Source: an optimization exercise on an open RTL-to-GDS flow (aim: small area). Production flows keep margins and buffers that such runs may drop. In this exercise RTL edits were held to simulation tests only and were not proved equivalent to the original. Power figures rest on the tool's default switching activity, not on a simulated workload.

// canbox_bridge
module canbox_bridge (
    input  wire        clk,
    input  wire        rst,           
    input  wire        rx_valid,
    output wire        rx_ready,
    input  wire [7:0]  rx_data,
    input  wire        can_valid,
    output wire        can_ready,
    input  wire [28:0] can_id,
    input  wire [3:0]  can_len,
    input  wire [63:0] can_data,
    input  wire        tick_valid,
    output wire        tick_ready,
    output wire        tx_valid,
    input  wire        tx_ready,
    output wire [7:0]  tx_data,
    input  wire        strict_chk,
    output reg         err_frame_too_large,
    output reg         err_checksum,
    output reg         err_can_short
);
make LEC_CHECK=0 ABC_AREA=1 CAP_MARGIN=20 CORE_MARGIN=2 CORE_UTILIZATION=40 SLEW_MARGIN=20 finish   # period 30.0 ns
run.sh (not shown) runs the stock make flow with config.mk's settings and CLKGATE_MAP_FILE= SYNTH_SCRIPT=/design/flow/synth_recipe.tcl, a recipe that flattens the netlist after the stock synthesis.
Next try:
==> flow/flow/run.sh (new file) <==
#!/bin/bash
# The standard layout (standard.sh), with two layout choices changed:
#  - every input and output port gets a sky130_fd_sc_hd__buf_1 buffer (the
#    standard flow lets buffer_ports pick a larger delay buffer);
#  - clock tree synthesis uses sky130_fd_sc_hd__clkbuf_8 and no dummy loads.
# make's full output goes to standard.log; each ORFS step writes its own log
# under orfs/logs/.
set -euo pipefail
bash standard.sh \
  "BUFFER_PORTS_ARGS=-buffer_cell sky130_fd_sc_hd__buf_1" \
  "CTS_ARGS=-sink_clustering_enable -repair_clock_nets -buf_list sky130_fd_sc_hd__clkbuf_8 -dont_use_dummy_load" \
  finish > standard.log 2>&1
==> flow/standard.sh (new file) <==
#!/bin/bash
# synth_recipe.tcl (not shown) runs the flow's synth.tcl, then flattens the netlist and writes it again
# the make line also repeats each setting of config.mk as NAME=value (left out here)
make -C /OpenROAD-flow-scripts/flow DESIGN_CONFIG=/design/flow/config.mk WORK_HOME=/design/flow/orfs CLKGATE_MAP_FILE= SYNTH_SCRIPT=/design/flow/synth_recipe.tcl "${@:-finish}"
removed: flow/run.sh
Outcome: Final area drops by 9.6%. Synthesized area stays the same. Non-clock buffer count drops by 1. Synthesized cell count is unchanged. Total power drops by 19%. Sequential power barely changes. Routed wire length drops by 4.3%. Critical path depth is unchanged. Combinational power drops by about 9%.


Another version of the RTL of canbox_bridge (not shown whole).
Size: ~1500 cells after synthesis, ~9900 µm² of cells after synthesis.
export LEC_CHECK = 0
export ABC_AREA = 1
export CAP_MARGIN = 20
export CORE_MARGIN = 2
export CORE_UTILIZATION = 70
export SLEW_MARGIN = 20
create_clock -name core_clock -period 30.0 [get_ports {clk}]
standard.sh (not shown) runs the stock make flow with config.mk's settings and CLKGATE_MAP_FILE= SYNTH_SCRIPT=/design/flow/synth_recipe.tcl, a recipe that flattens the netlist after the stock synthesis.
==> flow/flow/run.sh <==
#!/bin/bash
# The standard layout (standard.sh) with these layout choices changed:
#  - after the floorplan, OpenROAD's restructure re-maps the combinational
#    logic for area (registers untouched), using the platform library
#    without its don't-use cells;
#  - every input and output port gets a sky130_fd_sc_hd__buf_1 buffer;
#  - clock tree synthesis uses sky130_fd_sc_hd__clkbuf_8 and no dummy loads.
# Each step's full output goes to its own log file in this folder; ORFS's
# steps also write their logs under orfs/logs/.
set -euo pipefail
ARGS=("BUFFER_PORTS_ARGS=-buffer_cell sky130_fd_sc_hd__buf_1"
      "CTS_ARGS=-sink_clustering_enable -repair_clock_nets -buf_list sky130_fd_sc_hd__clkbuf_8 -dont_use_dummy_load")
bash standard.sh "${ARGS[@]}" floorplan > standard_floorplan.log 2>&1
export RESULTS="$PWD/orfs/results/sky130hd/canbox_bridge/base"
export LIB="$FLOW_HOME/platforms/sky130hd/lib/sky130_fd_sc_hd__tt_025C_1v80.lib"
export RMP_LIB="$PWD/restructure.lib"
export RMP_WORK="$PWD/rmp_work"
mkdir -p "$RMP_WORK"
python3 flow/filter_lib.py "$LIB" "$RMP_LIB" > filter_lib.log 2>&1
openroad -no_init -exit flow/restructure.tcl > restructure.log 2>&1
bash standard.sh "${ARGS[@]}" finish > standard_finish.log 2>&1
Other scripts of this flow, unchanged in this note and not shown: flow/flow/filter_lib.py, flow/flow/restructure.tcl
Edit:
--- a/flow/config.mk
+++ b/flow/config.mk
@@ -9,4 +9,4 @@
 export CAP_MARGIN = 20
 export CORE_MARGIN = 2
-export CORE_UTILIZATION = 70
+export CORE_UTILIZATION = 40
 export SLEW_MARGIN = 20
=> Total power went up slightly; routed wire length increases by a few percent; global-route usage went down by 12 points; die area rises by well over a third; final cell count rises by roughly a tenth; area after synthesis stays the same; critical path depth does not change.

re-timing with driven ports:
The flow's constraints put no driver on any port. The routed layouts listed below were extracted and timed again, unchanged, in two steps.
Step 1 (the two cells are an assumption about what drives the block):
set clk [get_ports {clk}]
set_driving_cell -lib_cell sky130_fd_sc_hd__clkbuf_16 $clk
set_driving_cell -lib_cell sky130_fd_sc_hd__buf_2 [delete_from_list [all_inputs] $clk]
Step 2 adds t to the input delays and takes it off the output delays; t is the mean of the earliest and latest rising clock arrival at the registers after step 1. Input paths then give back, and output paths get back, about the clock's delay inside the block.
Slacks: no drivers / after step 1 / after step 2; pairs: no drivers / after step 1.
| run | t, ns | slack for setup (ns) | worst setup path at the end | worst data-port slew with drivers (ns) | pins driven straight from the clock port |
|---|---|---|---|---|---|
| the first run of note 1 | 0.479 | 16.003 / 15.973 / 15.973 | input to output | 0.05 | 1 |
| the second run of note 1 | 0.479 | 16.716 / 16.696 / 16.696 | input to output | 0.05 | 1 |
| the first run of note 2 | 0.479 | 15.111 / 15.092 / 15.092 | input to output | 0.04 | 1 |
| the second run of note 2 | 0.483 | 15.010 / 14.990 / 14.990 | input to output | 0.06 | 1 |
After both steps every run listed still meets setup and hold. For the first run of note 1, which loses most, drivers alone change the setup slack by -0.030 ns; drivers and shift together by -0.030 ns.
